What follows belongs to an exercise in optimizing a design on an open flow for small area, a short achievable clock period and few clock cycles; a production flow would make more cautious choices. The RTL was checked by simulation tests, not by an equivalence proof against the original design. Power is estimated from default activity; no workload was simulated.

==> run a: inputs <==
Design tz_hash, start of the top module:
module tz_hash (
    input  wire         clk,
    input  wire         rst,
    input  wire         in_valid,
    output wire         in_ready,
    input  wire [1:0]   in_op,
    input  wire [7:0]   in_data,
    output wire         idle,
    output wire [511:0] digest,
    output reg          err
);
    localparam [1:0] OP_INIT   = 2'd0;
    localparam [1:0] OP_ABSORB = 2'd1;
    localparam [1:0] OP_BIT    = 2'd2;
    localparam [1:0] OP_CAT    = 2'd3;
    localparam [126:0] ONE = 127'd1;
    function [126:0] fmulx;
        input [126:0] v;
        begin
            fmulx = {v[125:0], 1'b0};
            if (v[126])
                fmulx = fmulx ^ {63'd0, 1'b1, 62'd0, 1'b1};
        end
    endfunction
    function [126:0] fred;
        input [134:0] v;
        begin
            fred = v[126:0] ^ {56'd0, v[134:127], 55'd0, v[134:127]};
        end
    endfunction
    function [126:0] fmulx8;
        input [126:0] v;
        begin
            fmulx8 = fred({v, 8'd0});
        end
    endfunction
    function [126:0] fdivx;
        input [126:0] v;
        begin
            fdivx = {1'b0, v[126:1]};
            if (v[0])
                fdivx = fdivx ^ {1'b1, 63'd0, 1'b1, 62'd0};
        end
    endfunction
    function [126:0] fdivx8;
        input [126:0] v;
        integer i;
        begin
            fdivx8 = v;
            for (i = 0; i < 8; i = i + 1)
                fdivx8 = fdivx(fdivx8);
        end
    endfunction
    function [126:0] fmul8;
        input [126:0] v;
        input [7:0]   m;
        reg   [127:0] w;
        reg   [134:0] acc;
        reg   [3:0]   yl, yh, ys, ml, mh, ms;
        reg   [6:0]   pl, ph, pm;
        reg   [14:0]  p;
        integer k, i, j;
        begin
            w   = {1'b0, v};
            acc = 135'd0;
            ml  = m[3:0];
            mh  = m[7:4];
            ms  = ml ^ mh;
            for (k = 0; k < 16; k = k + 1) begin
                yl = w[8*k +: 4];
                yh = w[8*k+4 +: 4];
                ys = yl ^ yh;
                pl = 7'd0;
                ph = 7'd0;
                pm = 7'd0;
                for (i = 0; i < 4; i = i + 1)
                    for (j = 0; j < 4; j = j + 1) begin
                        pl[i+j] = pl[i+j] ^ (yl[i] & ml[j]);
                        ph[i+j] = ph[i+j] ^ (yh[i] & mh[j]);
  ...
Settings: LEC_CHECK=0, CAP_MARGIN=20, CORE_MARGIN=2, CORE_UTILIZATION=30, CTS_CLUSTER_DIAMETER=100, CTS_CLUSTER_SIZE=30, PLACE_DENSITY=0.5, SETUP_SLACK_MARGIN=1.0, SLEW_MARGIN=20, SYNTH_HIERARCHICAL=1; clock period 4.0 ns.
run.sh (not shown) runs the stock make flow with config.mk's settings and CLKGATE_MAP_FILE= SYNTH_SCRIPT=/design/flow/synth_recipe.tcl, a recipe that flattens the netlist after the stock synthesis.
==> run b: changes against run a <==
--- a/flow/design.v
+++ b/flow/design.v
@@ -96,10 +96,11 @@
     reg         rdy;        
     reg         idl;        
     reg         c_init, c_abs, c_mul, c_first, c_hi, c_sw, c_wa, c_wb, c_unsw;
     reg [3:0]   nib;        
     reg [3:0]   nibc_n;     
+    reg         nn34, nn34c_n;  
     reg [7:0]   mb;         
     assign in_ready = rdy;
     assign idle     = idl;
     assign digest   = {1'b0, sa, 1'b0, sb, 1'b0, sc, 1'b0, sd};
     wire accept = in_valid && rdy;
@@ -135,16 +136,16 @@
     wire [126:0] c1, c2, c3, c4, nd;
     tz_xstep xa1 (.a(sa), .p(sb), .y(a1));
     tz_tstep xa2 (.a(a1), .p(sa), .t(nib[3]), .y(a2));
     tz_tstep xa3 (.a(a2), .p(a1), .t(nib[2]), .y(a3));
     tz_tstep xa4 (.a(a3), .p(a2), .t(nib[1]), .y(a4));
-    tz_bstep xb4 (.a(a4), .p(a3), .t(nib[0]), .y(nb));
+    tz_b2step xb4 (.a(a3), .p(a2), .t(nib[0]), .u(nn34), .y(nb));
     tz_xstep xc1 (.a(sc), .p(sd), .y(c1));
     tz_tstep xc2 (.a(c1), .p(sc), .t(!nibc_n[3]), .y(c2));
     tz_tstep xc3 (.a(c2), .p(c1), .t(!nibc_n[2]), .y(c3));
     tz_tstep xc4 (.a(c3), .p(c2), .t(!nibc_n[1]), .y(c4));
-    tz_bstep xd4 (.a(c4), .p(c3), .t(!nibc_n[0]), .y(nd));
+    tz_b2step xd4 (.a(c3), .p(c2), .t(!nibc_n[0]), .u(!nn34c_n), .y(nd));
     wire [126:0] s1 = c_first ? (c_hi ? u3 : 127'd0) : fmulx8(u1);
     wire [126:0] s2 = c_first ? (c_hi ? u4 : 127'd0) : fmulx8(u2);
     wire [126:0] o1 = s1 ^ fmul8(sa, mb);
     wire [126:0] o2 = s2 ^ fmul8(sc, mb);
     always @(posedge clk) begin
@@ -181,10 +182,12 @@
                        !(n_pop == OP_CAT && n_pdata[7]);
             c_wb    <= end_now && !bad_now;
             c_unsw  <= end_now && bad_now;
             nib     <= n_ph ? n_pdata[3:0] : n_pdata[7:4];
             nibc_n  <= ~(n_ph ? n_pdata[3:0] : n_pdata[7:4]);
+            nn34    <= !(n_ph ? (n_pdata[1] && n_pdata[0]) : (n_pdata[5] && n_pdata[4]));
+            nn34c_n <=  (n_ph ? (n_pdata[1] && n_pdata[0]) : (n_pdata[5] && n_pdata[4]));
             mb      <= n_mb;
             if (c_mul) begin
                 u1 <= o1;
                 u2 <= o2;
                 u3 <= c_first ? u1 : fdivx8(u3);
@@ -266,13 +269,15 @@
     input  wire [126:0] b,
     output wire [126:0] y
 );
     assign y = (s ? a : 127'd0) | b;
 endmodule
-module tz_bstep (
+module tz_b2step (
     input  wire [126:0] a,
     input  wire [126:0] p,
     input  wire         t,
-    output wire [126:0] y
-);
-    assign y = p ^ (t ? a : 127'd0);
-endmodule
+    input  wire         u,
+    output wire [126:0] y
+);
+    wire [126:0] xa = {a[125:0], 1'b0} ^ {63'd0, a[126], 62'd0, a[126]};
+    assign y = (u ? a : 127'd0) ^ (t ? xa : 127'd0) ^ (t ? p : 127'd0);
+endmodule
CTS_CLUSTER_DIAMETER = 80   (was 100)
CTS_CLUSTER_SIZE = 20   (was 30)
SETUP_SLACK_MARGIN = 1.3   (was 1.0)
==> run c: changes against run a <==
--- a/flow/design.v
+++ b/flow/design.v
@@ -52,39 +52,19 @@
         end
     endfunction
     function [126:0] fmul8;
         input [126:0] v;
         input [7:0]   m;
-        reg   [127:0] w;
-        reg   [134:0] acc;
-        reg   [3:0]   yl, yh, ys, ml, mh, ms;
-        reg   [6:0]   pl, ph, pm;
-        reg   [14:0]  p;
-        integer k, i, j;
-        begin
-            w   = {1'b0, v};
-            acc = 135'd0;
-            ml  = m[3:0];
-            mh  = m[7:4];
-            ms  = ml ^ mh;
-            for (k = 0; k < 16; k = k + 1) begin
-                yl = w[8*k +: 4];
-                yh = w[8*k+4 +: 4];
-                ys = yl ^ yh;
-                pl = 7'd0;
-                ph = 7'd0;
-                pm = 7'd0;
-                for (i = 0; i < 4; i = i + 1)
-                    for (j = 0; j < 4; j = j + 1) begin
-                        pl[i+j] = pl[i+j] ^ (yl[i] & ml[j]);
-                        ph[i+j] = ph[i+j] ^ (yh[i] & mh[j]);
-                        pm[i+j] = pm[i+j] ^ (ys[i] & ms[j]);
-                    end
-                p = {8'd0, pl} ^ {ph, 8'd0} ^ {4'd0, pm ^ pl ^ ph, 4'd0};
-                acc = acc ^ ({120'd0, p} << (8*k));
+        reg   [126:0] w;
+        integer i;
+        begin
+            fmul8 = 127'd0;
+            w = v;
+            for (i = 0; i < 8; i = i + 1) begin
+                if (m[i]) fmul8 = fmul8 ^ w;
+                w = fmulx(w);
             end
-            fmul8 = fred(acc);
         end
     endfunction
     reg [126:0] sa, sb, sc, sd;
     reg [126:0] u1, u2, u3, u4;
     reg         pv;         
CTS_CLUSTER_DIAMETER = default   (was 100)
CTS_CLUSTER_SIZE = default   (was 30)
==> run d: changes against run a <==
--- a/flow/design.v
+++ b/flow/design.v
@@ -96,10 +96,11 @@
     reg         rdy;        
     reg         idl;        
     reg         c_init, c_abs, c_mul, c_first, c_hi, c_sw, c_wa, c_wb, c_unsw;
     reg [3:0]   nib;        
     reg [3:0]   nibc_n;     
+    reg         nn34, nn34c_n;  
     reg [7:0]   mb;         
     assign in_ready = rdy;
     assign idle     = idl;
     assign digest   = {1'b0, sa, 1'b0, sb, 1'b0, sc, 1'b0, sd};
     wire accept = in_valid && rdy;
@@ -135,16 +136,16 @@
     wire [126:0] c1, c2, c3, c4, nd;
     tz_xstep xa1 (.a(sa), .p(sb), .y(a1));
     tz_tstep xa2 (.a(a1), .p(sa), .t(nib[3]), .y(a2));
     tz_tstep xa3 (.a(a2), .p(a1), .t(nib[2]), .y(a3));
     tz_tstep xa4 (.a(a3), .p(a2), .t(nib[1]), .y(a4));
-    tz_bstep xb4 (.a(a4), .p(a3), .t(nib[0]), .y(nb));
+    tz_b2step xb4 (.a(a3), .p(a2), .t(nib[0]), .u(nn34), .y(nb));
     tz_xstep xc1 (.a(sc), .p(sd), .y(c1));
     tz_tstep xc2 (.a(c1), .p(sc), .t(!nibc_n[3]), .y(c2));
     tz_tstep xc3 (.a(c2), .p(c1), .t(!nibc_n[2]), .y(c3));
     tz_tstep xc4 (.a(c3), .p(c2), .t(!nibc_n[1]), .y(c4));
-    tz_bstep xd4 (.a(c4), .p(c3), .t(!nibc_n[0]), .y(nd));
+    tz_b2step xd4 (.a(c3), .p(c2), .t(!nibc_n[0]), .u(!nn34c_n), .y(nd));
     wire [126:0] s1 = c_first ? (c_hi ? u3 : 127'd0) : fmulx8(u1);
     wire [126:0] s2 = c_first ? (c_hi ? u4 : 127'd0) : fmulx8(u2);
     wire [126:0] o1 = s1 ^ fmul8(sa, mb);
     wire [126:0] o2 = s2 ^ fmul8(sc, mb);
     always @(posedge clk) begin
@@ -181,10 +182,12 @@
                        !(n_pop == OP_CAT && n_pdata[7]);
             c_wb    <= end_now && !bad_now;
             c_unsw  <= end_now && bad_now;
             nib     <= n_ph ? n_pdata[3:0] : n_pdata[7:4];
             nibc_n  <= ~(n_ph ? n_pdata[3:0] : n_pdata[7:4]);
+            nn34    <= !(n_ph ? (n_pdata[1] && n_pdata[0]) : (n_pdata[5] && n_pdata[4]));
+            nn34c_n <=  (n_ph ? (n_pdata[1] && n_pdata[0]) : (n_pdata[5] && n_pdata[4]));
             mb      <= n_mb;
             if (c_mul) begin
                 u1 <= o1;
                 u2 <= o2;
                 u3 <= c_first ? u1 : fdivx8(u3);
@@ -256,23 +259,27 @@
     input  wire [126:0] a,
     input  wire [126:0] p,
     input  wire         t,
     output wire [126:0] y
 );
-    assign y = {a[125:0], 1'b0} ^ {63'd0, a[126], 62'd0, a[126]} ^ p ^ (t ? a : 127'd0);
+    wire [126:0] q;
+    tz_xstep xq (.a(a), .p(p), .y(q));
+    assign y = q ^ (t ? a : 127'd0);
 endmodule
 module tz_andor (
     input  wire         s,
     input  wire [126:0] a,
     input  wire [126:0] b,
     output wire [126:0] y
 );
     assign y = (s ? a : 127'd0) | b;
 endmodule
-module tz_bstep (
+module tz_b2step (
     input  wire [126:0] a,
     input  wire [126:0] p,
     input  wire         t,
-    output wire [126:0] y
-);
-    assign y = p ^ (t ? a : 127'd0);
-endmodule
+    input  wire         u,
+    output wire [126:0] y
+);
+    wire [126:0] xa = {a[125:0], 1'b0} ^ {63'd0, a[126], 62'd0, a[126]};
+    assign y = (u ? a : 127'd0) ^ (t ? xa : 127'd0) ^ (t ? p : 127'd0);
+endmodule
CTS_CLUSTER_DIAMETER = 90   (was 100)
CTS_CLUSTER_SIZE = 24   (was 30)
SETUP_SLACK_MARGIN = 1.2   (was 1.0)
==> comparison table <==
| metric | run d | run c | run b | run a |
|---|---|---|---|---|
| Status | finished clean | finished clean | finished clean | finished clean |
| Transition at the pin with the smallest max-transition slack | 917 ps | 1150 ps | 1130 ps | 1110 ps |
| Met1 Track Usage GR | 0.259 | 0.265 | 0.286 | 0.278 |
| Combinational fraction of design power | 0.570 | 0.560 | 0.587 | 0.596 |
| Seq power | 13.8 mW | 13.5 mW | 13.7 mW | 13.7 mW |
| Worst setup margin | 1260 ps | 1070 ps | 1300 ps | 998 ps |
| Layout Area Growth over Synthesis | 16.6% | 16.2% | 20.4% | 14.7% |
| Met2 track demand over resource in global routing | 0.358 | 0.300 | 0.332 | 0.324 |
| Post-synthesis sequential element count | 1,065 | 1,063 | 1,065 | 1,063 |
| Final instance area | 116,000 um^2 | 117,000 um^2 | 123,000 um^2 | 113,000 um^2 |
| Pin count of the biggest net entering global routing | 185 | 160 | 155 | 155 |
| Mux cell area share after synthesis | 0.0280 | 0.0277 | 0.0273 | 0.0280 |
| Number of antenna violations at the first check in global routing | 2 | 2 | 16 | 8 |
| Min-Delay Startpoint | idx[1] | bad | idx[1] | bad |
| Multi-input combinational cell count | 10,400 | 10,300 | 10,400 | 9,853 |
| Clk tree area frac | 0.0306 | 0.0435 | 0.0334 | 0.0294 |
| Signal buffers | 882 | 928 | 1,113 | 918 |
| Part of the power in registers | 0.239 | 0.213 | 0.218 | 0.229 |
| Net count of the finished layout | 12,400 | 12,500 | 12,700 | 12,000 |
| Met3 layer usage reported by global route | 0.0222 | 0.0361 | 0.0278 | 0.0313 |
| Number of clock buffers in the layout | 102 | 198 | 130 | 94 |
| Critical path class | register to primary output | register to primary output | register to register | register to primary output |
| Core Rows | 211 | 212 | 213 | 210 |
| Clock network power | 11.0 mW | 14.3 mW | 12.2 mW | 10.5 mW |
Testbench counts of run a, summed over its fixed seeds: cycles 69,724.
Testbench counts of run b, summed over its fixed seeds: cycles 69,724.
Testbench counts of run c, summed over its fixed seeds: cycles 69,724.
Testbench counts of run d, summed over its fixed seeds: cycles 69,724.

==> trial 94 <==
==> flow/design.v <==
module tz_hash (
    input  wire         clk,
    input  wire         rst,
    input  wire         in_valid,
    output wire         in_ready,
    input  wire [1:0]   in_op,
    input  wire [7:0]   in_data,
    output wire         idle,
    output wire [511:0] digest,
    output reg          err
);
    localparam [1:0] OP_INIT   = 2'd0;
    localparam [1:0] OP_ABSORB = 2'd1;
    localparam [1:0] OP_BIT    = 2'd2;
    localparam [1:0] OP_CAT    = 2'd3;
    localparam [126:0] ONE = 127'd1;
    function [126:0] fmulx;
        input [126:0] v;
        begin
            fmulx = {v[125:0], 1'b0};
            if (v[126])
                fmulx = fmulx ^ {63'd0, 1'b1, 62'd0, 1'b1};
        end
    endfunction
    function [126:0] fred;
        input [134:0] v;
        begin
            fred = v[126:0] ^ {56'd0, v[134:127], 55'd0, v[134:127]};
        end
    endfunction
    function [126:0] fmulx8;
        input [126:0] v;
        begin
            fmulx8 = fred({v, 8'd0});
        end
    endfunction
    function [196:0] ffold;
        input [196:0] v;
        begin
            ffold = {70'd0, v[126:0]} ^ ({127'd0, v[196:127]} << 63) ^ {127'd0, v[196:127]};
        end
    endfunction
    function [126:0] fmulxm120;
        input [126:0] v;
        reg [196:0] w;
        begin
            w = {v, 70'd0} ^ {63'd0, v, 7'd0} ^ {64'd0, v, 6'd0};
            w = ffold(ffold(w));
            fmulxm120 = w[126:0];
        end
    endfunction
    function [134:0] fmul8;
        input [126:0] v;
        input [7:0]   m;
        integer i;
        begin
            fmul8 = 135'd0;
            for (i = 0; i < 8; i = i + 1)
                if (m[i]) fmul8 = fmul8 ^ ({8'd0, v} << i);
        end
    endfunction
    reg [126:0] sa, sb, sc, sd;
    reg [126:0] u1, u2, u3, u4;
    reg         pv;         
    reg [1:0]   pop;
    reg [7:0]   pdata;
    reg         ph;         
    reg [5:0]   idx;        
    reg         bad;        
    reg         rdy;        
    reg         c_init, c_abs, c_mul, c_first, c_hi, c_sel3, c_wr, c_err;
    reg [3:0]   nib;        
    reg [7:0]   mb;         
    assign in_ready = rdy;
    assign idle     = !pv;
    assign digest   = {1'b0, sa, 1'b0, sb, 1'b0, sc, 1'b0, sd};
    wire accept = in_valid && rdy;
    wire        mul_now = pv && pop[1];            
    wire        n_pv    = accept || (pv && !rdy);
    wire [1:0]  n_pop   = accept ? in_op : pop;
    wire [7:0]  n_pdata = accept ? in_data : pdata;
    wire        n_ph    = (pv && pop == OP_ABSORB) ? !ph : ph;
    wire [5:0]  n_idx   = mul_now ? idx + 6'd1 : idx;
    wire        bad_now = bad || (pop == OP_CAT && idx[3:0] == 4'd0 && pdata[7]);
    wire        n_bad   = mul_now ? (bad_now && idx != 6'd63) : bad;
    wire        n_last  = n_idx == 6'd63;
    wire        n_busy  = (n_pop == OP_ABSORB && !n_ph) || (n_pop == OP_BIT && !n_last);
    reg [7:0] n_mb;
    always @(*) begin
        if (n_pop == OP_BIT) begin
            if (n_idx[3:0] != 4'd15)
                n_mb = 8'd0;
            else
                case (n_idx[5:4])
                    2'd0: n_mb = 8'h02;                       
                    2'd1: n_mb = {6'd0, n_pdata[0], 1'b1};    
                    2'd2: n_mb = 8'h01;                       
                    default: n_mb = {7'd0, n_pdata[0]};       
                endcase
        end else
            n_mb = n_pdata;
    end
    reg  [126:0] ta, tb, tc, td, xa, xc;
    integer k;
    always @(*) begin
        ta = sa; tb = sb; tc = sc; td = sd;
        for (k = 3; k >= 0; k = k - 1) begin
            xa = fmulx(ta) ^ tb;
            xc = fmulx(tc) ^ td;
            tb = ta ^ (nib[k] ? xa : 127'd0);
            td = tc ^ (nib[k] ? xc : 127'd0);
            ta = xa;
            tc = xc;
        end
    end
    wire [126:0] y1   = c_hi ? sb : sa;
    wire [126:0] y2   = c_hi ? sd : sc;
    wire [126:0] x1   = c_sel3 ? u3 : u1;
    wire [126:0] x2   = c_sel3 ? u4 : u2;
    wire [126:0] s1   = c_first ? (c_hi ? fmulxm120(x1) : 127'd0) : fmulx8(x1);
    wire [126:0] s2   = c_first ? (c_hi ? fmulxm120(x2) : 127'd0) : fmulx8(x2);
    wire [126:0] o1   = s1 ^ fred(fmul8(y1, mb));
    wire [126:0] o2   = s2 ^ fred(fmul8(y2, mb));
    always @(posedge clk) begin
        if (rst) begin
            pv      <= 1'b0;
            ph      <= 1'b0;
            idx     <= 6'd0;
            bad     <= 1'b0;
            rdy     <= 1'b1;
            c_init  <= 1'b0;
            c_abs   <= 1'b0;
            c_mul   <= 1'b0;
            c_wr    <= 1'b0;
            c_err   <= 1'b0;
            sa      <= ONE;
            sb      <= 127'd0;
            sc      <= 127'd0;
            sd      <= ONE;
            err     <= 1'b0;
        end else begin
            pv      <= n_pv;
            pop     <= n_pop;
            pdata   <= n_pdata;
            ph      <= n_ph;
            idx     <= n_idx;
            bad     <= n_bad;
            rdy     <= !n_pv || !n_busy;
            c_init  <= n_pv && n_pop == OP_INIT;
            c_abs   <= n_pv && n_pop == OP_ABSORB;
            c_mul   <= n_pv && n_pop[1];
            c_first <= n_idx[3:0] == 4'd0;
            c_hi    <= n_idx[5];
            c_sel3  <= n_idx[4];
            c_wr    <= n_pv && n_pop[1] && n_last && !n_bad;
            c_err   <= n_pv && n_pop[1] && n_last && n_bad;
            nib     <= n_ph ? n_pdata[3:0] : n_pdata[7:4];
            mb      <= n_mb;
            if (c_init) begin
                sa  <= ONE;
                sb  <= 127'd0;
                sc  <= 127'd0;
                sd  <= ONE;
                err <= 1'b0;
            end
            if (c_abs) begin
                sa <= ta;
                sb <= tb;
                sc <= tc;
                sd <= td;
            end
            if (c_mul) begin
                if (c_sel3) begin
                    u3 <= o1;
                    u4 <= o2;
                end else begin
                    u1 <= o1;
                    u2 <= o2;
                end
            end
            if (c_wr) begin
                sa <= u1;
                sb <= o1;
                sc <= u2;
                sd <= o2;
            end
            if (c_err)
                err <= 1'b1;
        end
    end
endmodule
==> flow/run.sh <==
#!/bin/bash
# synth_recipe.tcl (not shown) runs the flow's synth.tcl, then flattens the netlist and writes it again
# the make line also repeats each setting of config.mk as NAME=value (left out here)
make -C /OpenROAD-flow-scripts/flow DESIGN_CONFIG=/design/flow/config.mk WORK_HOME=/design/flow/orfs CLKGATE_MAP_FILE= SYNTH_SCRIPT=/design/flow/synth_recipe.tcl finish
==> flow/config.mk <==
export PLATFORM = sky130hd
export DESIGN_NAME = tz_hash
export DESIGN_NICKNAME = tz_hash
export VERILOG_FILES = /design/flow/design.v
export SDC_FILE = /design/flow/constraint.sdc
export NUM_CORES = 4
export LEC_CHECK = 0
export CAP_MARGIN = 20
export CORE_MARGIN = 2
export CORE_UTILIZATION = 30
export PLACE_DENSITY = 0.5
export SLEW_MARGIN = 20
==> flow/constraint.sdc <==
create_clock -name core_clock -period 4.0 [get_ports {clk}]
set_input_delay 0.8000 -clock core_clock [delete_from_list [all_inputs] [get_ports {clk}]]
set_output_delay 0.8000 -clock core_clock [all_outputs]
set_load 0.01 [all_outputs]
==> build 22 (differences from trial 94) <==
--- a/flow/design.v
+++ b/flow/design.v
@@ -35,17 +35,20 @@
         end
     endfunction
-    function [196:0] ffold;
-        input [196:0] v;
-        begin
-            ffold = {70'd0, v[126:0]} ^ ({127'd0, v[196:127]} << 63) ^ {127'd0, v[196:127]};
-        end
-    endfunction
-    function [126:0] fmulxm120;
-        input [126:0] v;
-        reg [196:0] w;
-        begin
-            w = {v, 70'd0} ^ {63'd0, v, 7'd0} ^ {64'd0, v, 6'd0};
-            w = ffold(ffold(w));
-            fmulxm120 = w[126:0];
+    function [126:0] fmulxm128;
+        input [126:0] v;
+        reg [252:0] w;
+        begin
+            w = {v, 126'd0} ^ {1'b0, v, 125'd0} ^ {65'd0, v, 61'd0};
+            w = {126'd0, w[126:0]} ^ ({127'd0, w[252:127]} << 63) ^ {127'd0, w[252:127]};
+            w = {126'd0, w[126:0]} ^ ({127'd0, w[252:127]} << 63) ^ {127'd0, w[252:127]};
+            fmulxm128 = w[126:0];
+        end
+    endfunction
+    function [126:0] fmulx128;
+        input [126:0] v;
+        reg [190:0] w;
+        begin
+            w = {v, 64'd0};
+            fmulx128 = w[126:0] ^ {w[190:127], 63'd0} ^ {63'd0, w[190:127]} ^ fmulx(v);
         end
     endfunction
@@ -69,5 +72,5 @@
     reg         bad;        
     reg         rdy;        
-    reg         c_init, c_abs, c_mul, c_first, c_hi, c_sel3, c_wr, c_err;
+    reg         c_init, c_abs, c_mul, c_first, c_hi, c_wr, c_err;
     reg [3:0]   nib;        
     reg [7:0]   mb;         
@@ -101,23 +104,21 @@
             n_mb = n_pdata;
     end
-    reg  [126:0] ta, tb, tc, td, xa, xc;
-    integer k;
-    always @(*) begin
-        ta = sa; tb = sb; tc = sc; td = sd;
-        for (k = 3; k >= 0; k = k - 1) begin
-            xa = fmulx(ta) ^ tb;
-            xc = fmulx(tc) ^ td;
-            tb = ta ^ (nib[k] ? xa : 127'd0);
-            td = tc ^ (nib[k] ? xc : 127'd0);
-            ta = xa;
-            tc = xc;
-        end
-    end
+    wire [126:0] a1, a2, a3, a4, na, nb;
+    wire [126:0] c1, c2, c3, c4, nc, nd;
+    tz_xstep xa1 (.a(sa), .p(sb), .y(a1));
+    tz_tstep xa2 (.a(a1), .p(sa), .t(nib[3]), .y(a2));
+    tz_tstep xa3 (.a(a2), .p(a1), .t(nib[2]), .y(a3));
+    tz_tstep xa4 (.a(a3), .p(a2), .t(nib[1]), .y(a4));
+    tz_bstep xb4 (.a(a4), .p(a3), .t(nib[0]), .y(nb));
+    tz_xstep xc1 (.a(sc), .p(sd), .y(c1));
+    tz_tstep xc2 (.a(c1), .p(sc), .t(nib[3]), .y(c2));
+    tz_tstep xc3 (.a(c2), .p(c1), .t(nib[2]), .y(c3));
+    tz_tstep xc4 (.a(c3), .p(c2), .t(nib[1]), .y(c4));
+    tz_bstep xd4 (.a(c4), .p(c3), .t(nib[0]), .y(nd));
+    wire [126:0] ta = a4, tb = nb, tc = c4, td = nd;
     wire [126:0] y1   = c_hi ? sb : sa;
     wire [126:0] y2   = c_hi ? sd : sc;
-    wire [126:0] x1   = c_sel3 ? u3 : u1;
-    wire [126:0] x2   = c_sel3 ? u4 : u2;
-    wire [126:0] s1   = c_first ? (c_hi ? fmulxm120(x1) : 127'd0) : fmulx8(x1);
-    wire [126:0] s2   = c_first ? (c_hi ? fmulxm120(x2) : 127'd0) : fmulx8(x2);
+    wire [126:0] s1   = fmulx8(c_first ? (c_hi ? u3 : 127'd0) : u1);
+    wire [126:0] s2   = fmulx8(c_first ? (c_hi ? u4 : 127'd0) : u2);
     wire [126:0] o1   = s1 ^ fred(fmul8(y1, mb));
     wire [126:0] o2   = s2 ^ fred(fmul8(y2, mb));
@@ -134,9 +135,4 @@
             c_wr    <= 1'b0;
             c_err   <= 1'b0;
-            sa      <= ONE;
-            sb      <= 127'd0;
-            sc      <= 127'd0;
-            sd      <= ONE;
-            err     <= 1'b0;
         end else begin
             pv      <= n_pv;
@@ -152,16 +148,26 @@
             c_first <= n_idx[3:0] == 4'd0;
             c_hi    <= n_idx[5];
-            c_sel3  <= n_idx[4];
             c_wr    <= n_pv && n_pop[1] && n_last && !n_bad;
             c_err   <= n_pv && n_pop[1] && n_last && n_bad;
             nib     <= n_ph ? n_pdata[3:0] : n_pdata[7:4];
             mb      <= n_mb;
-            if (c_init) begin
-                sa  <= ONE;
-                sb  <= 127'd0;
-                sc  <= 127'd0;
-                sd  <= ONE;
-                err <= 1'b0;
+            if (c_mul) begin
+                u1 <= o1;
+                u2 <= o2;
+                if (c_first) begin
+                    u3 <= fmulxm128(u1);
+                    u4 <= fmulxm128(u2);
+                end
             end
+        end
+    end
+    always @(posedge clk) begin
+        if (rst || c_init) begin
+            sa  <= ONE;
+            sb  <= 127'd0;
+            sc  <= 127'd0;
+            sd  <= ONE;
+            err <= 1'b0;
+        end else begin
             if (c_abs) begin
                 sa <= ta;
@@ -170,17 +176,8 @@
                 sd <= td;
             end
-            if (c_mul) begin
-                if (c_sel3) begin
-                    u3 <= o1;
-                    u4 <= o2;
-                end else begin
-                    u1 <= o1;
-                    u2 <= o2;
-                end
-            end
             if (c_wr) begin
-                sa <= u1;
+                sa <= fmulx128(u3);
                 sb <= o1;
-                sc <= u2;
+                sc <= fmulx128(u4);
                 sd <= o2;
             end
@@ -190,2 +187,25 @@
     end
 endmodule
+module tz_xstep (
+    input  wire [126:0] a,
+    input  wire [126:0] p,
+    output wire [126:0] y
+);
+    assign y = {a[125:0], 1'b0} ^ {63'd0, a[126], 62'd0, a[126]} ^ p;
+endmodule
+module tz_tstep (
+    input  wire [126:0] a,
+    input  wire [126:0] p,
+    input  wire         t,
+    output wire [126:0] y
+);
+    assign y = {a[125:0], 1'b0} ^ {63'd0, a[126], 62'd0, a[126]} ^ p ^ (t ? a : 127'd0);
+endmodule
+module tz_bstep (
+    input  wire [126:0] a,
+    input  wire [126:0] p,
+    input  wire         t,
+    output wire [126:0] y
+);
+    assign y = p ^ (t ? a : 127'd0);
+endmodule
SETUP_SLACK_MARGIN = 1.3   (was not set)
SYNTH_HIERARCHICAL = 1   (was not set)
==> summary of the runs <==
Between trial 94 and build 22, the lower first-iteration DRC count is in build 22 (gap about 45%, measured against build 22). Against build 22, the wire length of trial 94 is higher by 11%. Via count: build 22 is lower than trial 94 (about 7%). Against build 22, the flip-flop and latch count of trial 94 is higher by 1. Of trial 94 and build 22, build 22 has the higher clock skew (gap 0.014 ns).
==> figures <==
quantity	trial 94	build 22
Outcome	complete, no violations	complete, no violations
Count leader, synth	xnor2_1	nand2_1
Mux share of post-synthesis cell area	5.946%	7.366%
Worst setup endpoint	sb[18]$_SDFFE_PP0P_	sb[94]$_SDFFE_PP0P_
Synth warnings	1	7
Proportion of power drawn by the clock network	29.2%	17.0%
Switching power	17.90 mW	32.27 mW
CP Max Fanout	53	7
Clock buf count	197	184
Required time of the critical path	4.71 ns	4.74 ns
Number of violations reported at the end of detailed-routing iteration 0	8,873	6,128
Testbench counts of trial 94, summed over its fixed seeds: cycles 69,312.
Testbench counts of build 22, summed over its fixed seeds: cycles 69,312.

==> separate check: timing with driven ports <==
No port has a modelled driver above. Below, the same layouts with a new extraction and two added sets of constraints. Step 1 assumes that a clkbuf_16 drives the clock port and a buf_2 every other input. Step 2 also shifts input and output timing later by t, the mid clock arrival at the registers, as if the neighbouring blocks saw the same clock. Three values: ideal, step 1, step 2; two values: the first two.
| run | t, ns | setup WS [ns] | worst setup path at the end |
|---|---|---|---|
| run a | 0.931 | 0.998 / 0.900 / 0.953 | input to register |
| run b | 0.975 | 1.300 / 1.228 / 0.955 | input to register |
| run c | 0.914 | 1.070 / 0.976 / 0.830 | input to register |
| run d | 0.839 | 1.260 / 1.174 / 0.879 | input to register |
| trial 94 | 0.940 | 0.482 / 0.482 / 0.482 | register to register |
| build 22 | 0.910 | 1.003 / 1.003 / 0.658 | input to register |
After both steps setup and hold are still met in every run listed. The setup slack of run d, which loses most, moves by -0.086 ns with the drivers and by -0.381 ns with both steps.
